This is an optimization exercise on Yosys and OpenROAD, whose aim is small area, a short achievable clock period and few clock cycles per item, not a production implementation.
RTL that was checked went through simulation tests only; none was proved equivalent to the original.

## PW
Design vrm_alu, start of the top module:
module vrm_alu (
    input  wire        clk,
    input  wire        rst,         
    input  wire        in_valid,
    output wire        in_ready,
    input  wire [2:0]  op,          
    input  wire [39:0] tmp,         
    input  wire [39:0] mem,         
    output reg         out_valid,
    output reg  [39:0] res,         
    output reg  [1:0]  status,      
    output reg  [1:0]  cmp          
);
Settings: LEC_CHECK=0, ABC_CLOCK_PERIOD_IN_PS=6000, CAP_MARGIN=20, CORE_MARGIN=2, CORE_UTILIZATION=40, SETUP_SLACK_MARGIN=4, SLEW_MARGIN=20; clock period 12.0 ns.
run.sh (not shown) runs the stock make flow with config.mk's settings and CLKGATE_MAP_FILE= SYNTH_SCRIPT=/design/flow/synth_recipe.tcl, a recipe that flattens the netlist after the stock synthesis.
Testbench counts of PW, summed over its fixed seeds: cycles 9,050, ops 4,800.
For MS, these inputs were changed with respect to PW:
- SETUP_SLACK_MARGIN: 4 -> unset
- ABC_CLOCK_PERIOD_IN_PS: 6000 -> unset
Notes after the runs:
Worst setup slack sits lower in MS than in PW. PW → MS: data arrival time of the critical path rose 1.07 ns, final area now smaller.

========
## job 6778
vrm_alu, a different RTL version from the one above (not shown whole).
Size: ~120 flip-flops, ~130 I/O pins, about 15000 µm² of cells after synthesis.
clock: 12.0 ns
lec_check: 0
abc_area: 1
cap_margin: 20
core_margin: 2
core_utilization: 40
setup_slack_margin: 5
slew_margin: 20
Testbench counts of job 6778, summed over its fixed seeds: cycles 8,499, ops 4,800.
diff inputs: job 6778 => job 1498
Settings: removing ABC_AREA (formerly 1).
Results
- Total of buffers placed on input and output ports: job 1498 vs job 6778 identical
- Row growth of design area from synthesis to finish: job 1498 higher / job 6778 lower
- Row timing-limited maximum frequency: job 1498 lower / job 6778 higher
- When job 1498 is measured against job 6778, its setup slack after layout turns out 0.30 ns lower.
Edits applied to the flow inputs when going from job 1498 to job 8927:
Settings: SETUP_SLACK_MARGIN: 5 -> unset.
==> flow/flow/run.sh (new file) <==
#!/bin/bash
set -euo pipefail
bash standard.sh SETUP_SLACK_MARGIN=6 finish > standard_make.log 2>&1
==> flow/standard.sh (new file) <==
#!/bin/bash
# synth_recipe.tcl (not shown) runs the flow's synth.tcl, then flattens the netlist and writes it again
# the make line also repeats each setting of config.mk as NAME=value (left out here)
make -C /OpenROAD-flow-scripts/flow DESIGN_CONFIG=/design/flow/config.mk WORK_HOME=/design/flow/orfs CLKGATE_MAP_FILE= SYNTH_SCRIPT=/design/flow/synth_recipe.tcl "${@:-finish}"
removed: flow/run.sh
### Flow results
- Across job 8927 and job 1498, none had a timing, DRC or antenna violation.
- Row routed wire length: job 8927 higher / job 1498 lower
- Job 8927 vs job 1498, final cell count went up by 93.
- Of job 8927 and job 1498, the run reporting the higher number of antenna violations at the first check in global routing was job 8927.
- Job 8927 vs. job 1498: antenna cell count picked up an extra 2, fraction of standard cell area in multi-input logic lost 1.6 points.
The following lists how job 9863 was set up differently from job 8927:
Settings: putting ABC_AREA at 1 where nothing was set.
Area after synthesis (lower): job 9863
Against job 8927, job 9863 comes in 239 higher on number of cells produced by synthesis.
Against job 8927, global-route wire length before repair in job 9863 fell by more than 10%.
Delta(number of fillers in the final layout, job 9863 - job 8927) > 0

========
== run 1 ==
vrm_alu, a different RTL version from the one above (not shown whole).
For scale: ~2200 cells after synthesis, about 120 flip-flops, roughly 130 I/O pins.
clock: 12.0 ns
lec_check: 0
abc_area: 1
cap_margin: 20
core_margin: 2
core_utilization: 40
slew_margin: 20
standard.sh (not shown) runs the stock make flow with config.mk's settings and CLKGATE_MAP_FILE= SYNTH_SCRIPT=/design/flow/synth_recipe.tcl, a recipe that flattens the netlist after the stock synthesis.
==> flow/flow/run.sh <==
#!/bin/bash
set -euo pipefail
bash standard.sh SETUP_SLACK_MARGIN=6 MATCH_CELL_FOOTPRINT=0 "BUFFER_PORTS_ARGS=-buffer_cell sky130_fd_sc_hd__buf_2" finish > standard_make.log 2>&1
Run 1: all stages complete, timing, DRC and antenna checks passed
Testbench counts of run 1, summed over its fixed seeds: cycles 8,499, ops 4,800.
[inputs] run 2 vs run 1
==> flow/flow/run.sh <==
#!/bin/bash
set -euo pipefail
bash standard.sh SETUP_SLACK_MARGIN=6.5 "BUFFER_PORTS_ARGS=-buffer_cell sky130_fd_sc_hd__buf_2" finish > standard_make.log 2>&1
==> comparison <==
- The higher worst hold slack came out of run 2.
- Compared with run 1, run 2 shows a placer congestion estimate that is 3.3% higher.
- Changes observed in run 2 relative to run 1: final critical-path share of the clock period -1.3 points, worst-case setup slack after placement fell 0.23 ns, global-route wire length before repair has increased.
- Summary of run 2 over run 1: global routing usage on met1 went down by 0.89 points; wire length on met2 shows an increase of 0.94%.
- Sort run 2 and run 1 by peak per-stage delay on the critical path desc -> top: run 2
Here is what was changed in the inputs of run 3 compared with run 2.
- putting CTS_BUF_LIST at sky130_fd_sc_hd__clkbuf_8 where nothing was set
==> flow/flow/run.sh <==
#!/bin/bash
set -euo pipefail
bash standard.sh SETUP_SLACK_MARGIN=6 "BUFFER_PORTS_ARGS=-buffer_cell sky130_fd_sc_hd__buf_2" finish > standard_make.log 2>&1
Notes after the runs:
Final design area excluding fillers ended up 890 um^2 lower on run 3 than on run 2. Relative to run 2, synthesis-to-layout area growth decreased by 6.2 points in run 3. Run 2 -> run 3: number of synthesized flops with an enable pin flat. When run 3 is measured against run 2, its number of global-route vias before repair turns out 1.8% lower. Diff run 2 -> run 3 | final net count | down slightly. The run showing the smaller highest net fanout along the worst path is run 2.
Here is what was changed in the inputs of run 4 compared with run 3.
- CTS_BUF_LIST removed (was sky130_fd_sc_hd__clkbuf_8)
### Flow results
- The routed wire length of run 4 is higher than that of run 3.
- Summary of run 4 over run 3: non-clock buffer count saw an increase; transition time at the pin with the least slew margin saw an increase; met2 wire length level; first-pass detailed-route iteration total saw a decrease.
- The higher post-route fraction of the period consumed by the critical path of run 3 and run 4 is in run 3.
- Re global-route met3 utilization: run 3 was higher than run 4.
- Cmp run 3 and run 4 / final critical delay including setup and external delays / lower: run 4
- From run 3 to run 4 the numbers moved as follows: via count picked up an extra 154; data arrival time of the critical path fell by 0.08 ns.

========
Another version of the RTL of vrm_alu (not shown whole).
For scale: ~2000 cells after synthesis, ~120 flip-flops, ~130 I/O pins, about 15000 µm² of cells after synthesis.
Design vrm_alu, start of the top module:
module vrm_alu (
    input  wire        clk,
    input  wire        rst,         
    input  wire        in_valid,
    output wire        in_ready,
    input  wire [2:0]  op,          
    input  wire [39:0] tmp,         
    input  wire [39:0] mem,         
    output reg         out_valid,
    output reg  [39:0] res,         
    output reg  [1:0]  status,      
    output reg  [1:0]  cmp          
);
make LEC_CHECK=0 CAP_MARGIN=20 CORE_MARGIN=2 CORE_UTILIZATION=40 SLEW_MARGIN=20 finish   # period 12.0 ns
run.sh (not shown) runs the stock make flow with config.mk's settings and CLKGATE_MAP_FILE= SYNTH_SCRIPT=/design/flow/synth_recipe.tcl, a recipe that flattens the netlist after the stock synthesis.
Stock flow here: none of the scripts above is used.
The starting point passed the timing, design-rule and antenna checks.
Rerun with:
==> flow/flow/run.sh (new file) <==
#!/bin/bash
set -euo pipefail
bash standard.sh SETUP_SLACK_MARGIN=7 finish > standard_make.log 2>&1
==> flow/standard.sh (new file) <==
#!/bin/bash
# synth_recipe.tcl (not shown) runs the flow's synth.tcl, then flattens the netlist and writes it again
# the make line also repeats each setting of config.mk as NAME=value (left out here)
make -C /OpenROAD-flow-scripts/flow DESIGN_CONFIG=/design/flow/config.mk WORK_HOME=/design/flow/orfs CLKGATE_MAP_FILE= SYNTH_SCRIPT=/design/flow/synth_recipe.tcl "${@:-finish}"
removed: flow/run.sh
The changed run went through all stages and came out clean.
Clock-buffer cell count decreases by 2.
Utilization goes up by 8.4 points.
Flip-flop and latch count stays the same.
Setup slack gains 2.5 ns.
Maximum frequency is higher by 43%.
Routed wire length came out higher by 13%.
Design area rises by 18%.
Clock skew is about the same.
Rerun with:
==> flow/run.sh (new file) <==
#!/bin/bash
# synth_recipe.tcl (not shown) runs the flow's synth.tcl, then flattens the netlist and writes it again
# the make line also repeats each setting of config.mk as NAME=value (left out here)
make -C /OpenROAD-flow-scripts/flow DESIGN_CONFIG=/design/flow/config.mk WORK_HOME=/design/flow/orfs CLKGATE_MAP_FILE= SYNTH_SCRIPT=/design/flow/synth_recipe.tcl finish
SETUP_SLACK_MARGIN = 5   (was default)
removed: flow/flow/run.sh
removed: flow/standard.sh
Effect:
- worst hold slack is worse by 0.019 ns
- global-route usage went down by 2.3 points
- worst setup slack degrades by 0.97 ns
- sequential share of layout area goes up by 2.4 points
- wire length shrinks by 11%
- non-clock buffer count goes down by 164
- maximum frequency decreases by 14%
Rerun with:
CORE_UTILIZATION = 60   (was 40)
PLACE_DENSITY = 0.75   (was default)
The changed run finished clean. Worst setup slack got worse by 0.052 ns. Synthesized cell count is unchanged. Sequential cell count does not change. Die area decreases by a quarter to a third. Fmax decreases slightly. Global-route usage increases by 12 points. Register-to-register slack got worse by 0.05 ns.
No run of this note included a check of the RTL's function; only the layout flow was run.

========
## lane 5
vrm_alu, a different RTL version from the one above (not shown whole).
For scale: ~2,300 cells after synthesis, ~120 flip-flops, ~15,000 um2 of cells after synthesis.
Design vrm_alu, start of the top module:
module vrm_alu (
    input  wire        clk,
    input  wire        rst,         
    input  wire        in_valid,
    output wire        in_ready,
    input  wire [2:0]  op,          
    input  wire [39:0] tmp,         
    input  wire [39:0] mem,         
    output reg         out_valid,
    output reg  [39:0] res,         
    output reg  [1:0]  status,      
    output reg  [1:0]  cmp          
);
clock: 12.0 ns
lec_check: 0
abc_area: 1
cap_margin: 20
core_margin: 2
core_utilization: 40
slew_margin: 20
standard.sh (not shown) runs the stock make flow with config.mk's settings and CLKGATE_MAP_FILE= SYNTH_SCRIPT=/design/flow/synth_recipe.tcl, a recipe that flattens the netlist after the stock synthesis.
==> flow/flow/run.sh <==
#!/bin/bash
set -euo pipefail
bash standard.sh SETUP_SLACK_MARGIN=6 "BUFFER_PORTS_ARGS=-buffer_cell sky130_fd_sc_hd__buf_2" finish > standard_make.log 2>&1
Testbench counts of lane 5, summed over its fixed seeds: cycles 7,696, ops 4,800.
Input-level comparison between lane 1 and lane 5:
- setting CTS_BUF_LIST to sky130_fd_sc_hd__clkbuf_8 for the first time
Results
Lane 1: via count is 120 lower than what lane 5 reported.
Cmp lane 5 and lane 1 / post-route minimum period / higher: lane 5
As far as final-layout worst hold slack is concerned, lane 5 and lane 1 perform about the same.
Cell area | lane 1 vs lane 5 | lane 1 smaller

========
Another version of the RTL of vrm_alu (not shown whole).
Size in the first run: ~2300 cells after synthesis, about 120 flip-flops, about 130 I/O pins, roughly 15000 um2 of cells after synthesis.
// vrm_alu
module vrm_alu (
    input  wire        clk,
    input  wire        rst,         
    input  wire        in_valid,
    output wire        in_ready,
    input  wire [2:0]  op,          
    input  wire [39:0] tmp,         
    input  wire [39:0] mem,         
    output reg         out_valid,
    output reg  [39:0] res,         
    output reg  [1:0]  status,      
    output reg  [1:0]  cmp          
);
export LEC_CHECK = 0
export ABC_AREA = 1
export CAP_MARGIN = 20
export CORE_MARGIN = 2
export CORE_UTILIZATION = 40
export SLEW_MARGIN = 20
create_clock -name core_clock -period 12.0 [get_ports {clk}]
==> flow/flow/run.sh <==
#!/bin/bash
set -euo pipefail
bash standard.sh SETUP_SLACK_MARGIN=7 "BUFFER_PORTS_ARGS=-buffer_cell sky130_fd_sc_hd__buf_2" finish > standard_make.log 2>&1
Testbench counts at the start, summed over its fixed seeds: cycles 8,499, ops 4,800.
Rerun with:
==> flow/flow/run.sh (replaced) <==
#!/bin/bash
set -euo pipefail
bash standard.sh SETUP_SLACK_MARGIN=6 finish > standard_make.log 2>&1
=>
- The new run completed with no timing, DRC or antenna violations
- clock-buffer cell count climbs by 2
- die area does not change
- non-clock buffer count falls by 134
- flip-flop and latch count does not change
- final area goes down by 6.5%
- via count came out lower by 5.1%
- critical path depth went down by 21
- routed wire length goes down by 1.6%
- first-iteration DRC count grows by 10%
Rerun with:
==> flow/flow/run.sh (replaced) <==
#!/bin/bash
set -euo pipefail
bash standard.sh SETUP_SLACK_MARGIN=6 "BUFFER_PORTS_ARGS=-buffer_cell sky130_fd_sc_hd__buf_2" finish > standard_make.log 2>&1
- PLACE_DENSITY: unset -> 0.8
=> Area after synthesis stays the same. Worst setup slack gains 0.045 ns. Die area stays the same. Utilization fell by 2.5 points. Global-route usage went down by 2.3 points. Register-to-register slack got worse by 0.06 ns. Routed wire length drops by 5.7%. Clock-buffer cell count drops by 1.
Rerun with:
- PLACE_DENSITY: 0.8 -> unset
Outcome: Cell area hardly moves. Area after synthesis is unchanged. Routed wire length is higher by 4.0%. Via count is lower by 2.7%. Sequential cell count does not change.

## static timing again, ports no longer ideal
Ports are ideal in the flow. The routed layouts listed here were re-timed in OpenROAD. Step 1 (the two cells are an assumption about what drives the block):
set clk [get_ports {clk}]
set_driving_cell -lib_cell sky130_fd_sc_hd__clkbuf_16 $clk
set_driving_cell -lib_cell sky130_fd_sc_hd__buf_2 [delete_from_list [all_inputs] $clk]
Step 2, shift: input delay + t, output delay - t, t = (earliest + latest rising clock arrival at the registers) / 2. This alone moves slack from input paths to output paths. Three values: ideal, step 1, step 2; two values: the first two.
run	shift t [ns]	setup WS [ns]	clock arrival spread, ns	pins driven straight from the clock port
PW	0.413	1.667 / 1.667 / 1.497	0.016 / 0.016	1
MS	0.411	0.611 / 0.611 / 0.598	0.023 / 0.023	1
job 6778	0.481	5.498 / 5.498 / 5.498	0.013 / 0.013	1
job 1498	0.472	5.198 / 5.198 / 5.028	0.016 / 0.016	1
job 8927	0.476	6.021 / 6.021 / 5.715	0.021 / 0.021	1
job 9863	0.485	6.022 / 6.048 / 5.562	0.011 / 0.011	1
run 1	0.474	6.242 / 6.242 / 5.950	0.010 / 0.010	1
run 2	0.463	6.404 / 6.404 / 6.325	0.010 / 0.010	1
run 3	0.508	6.164 / 6.164 / 5.957	0.015 / 0.016	1
run 4	0.474	6.242 / 6.242 / 5.950	0.010 / 0.010	1
the first run of note 4	0.472	3.823 / 3.823 / 3.823	0.013 / 0.013	1
the second run of note 4	0.472	6.276 / 6.276 / 6.276	0.016 / 0.016	1
the third run of note 4	0.471	5.308 / 5.308 / 5.187	0.014 / 0.014	1
the fourth run of note 4	0.474	5.256 / 5.256 / 5.256	0.016 / 0.017	1
lane 5	0.498	6.091 / 6.040 / 5.786	0.014 / 0.015	1
lane 1	0.530	6.099 / 6.056 / 5.712	0.025 / 0.025	1
the first run of note 6	0.477	6.807 / 6.807 / 6.528	0.011 / 0.011	1
the second run of note 6	0.477	6.106 / 6.127 / 5.650	0.009 / 0.009	1
the third run of note 6	0.463	6.151 / 6.151 / 5.985	0.010 / 0.010	1
the fourth run of note 6	0.475	6.296 / 6.296 / 5.876	0.011 / 0.011	1
After both steps every run listed still meets setup and hold. The setup slack of job 9863, which loses most, moves by +0.026 ns with the drivers and by -0.460 ns with both steps.
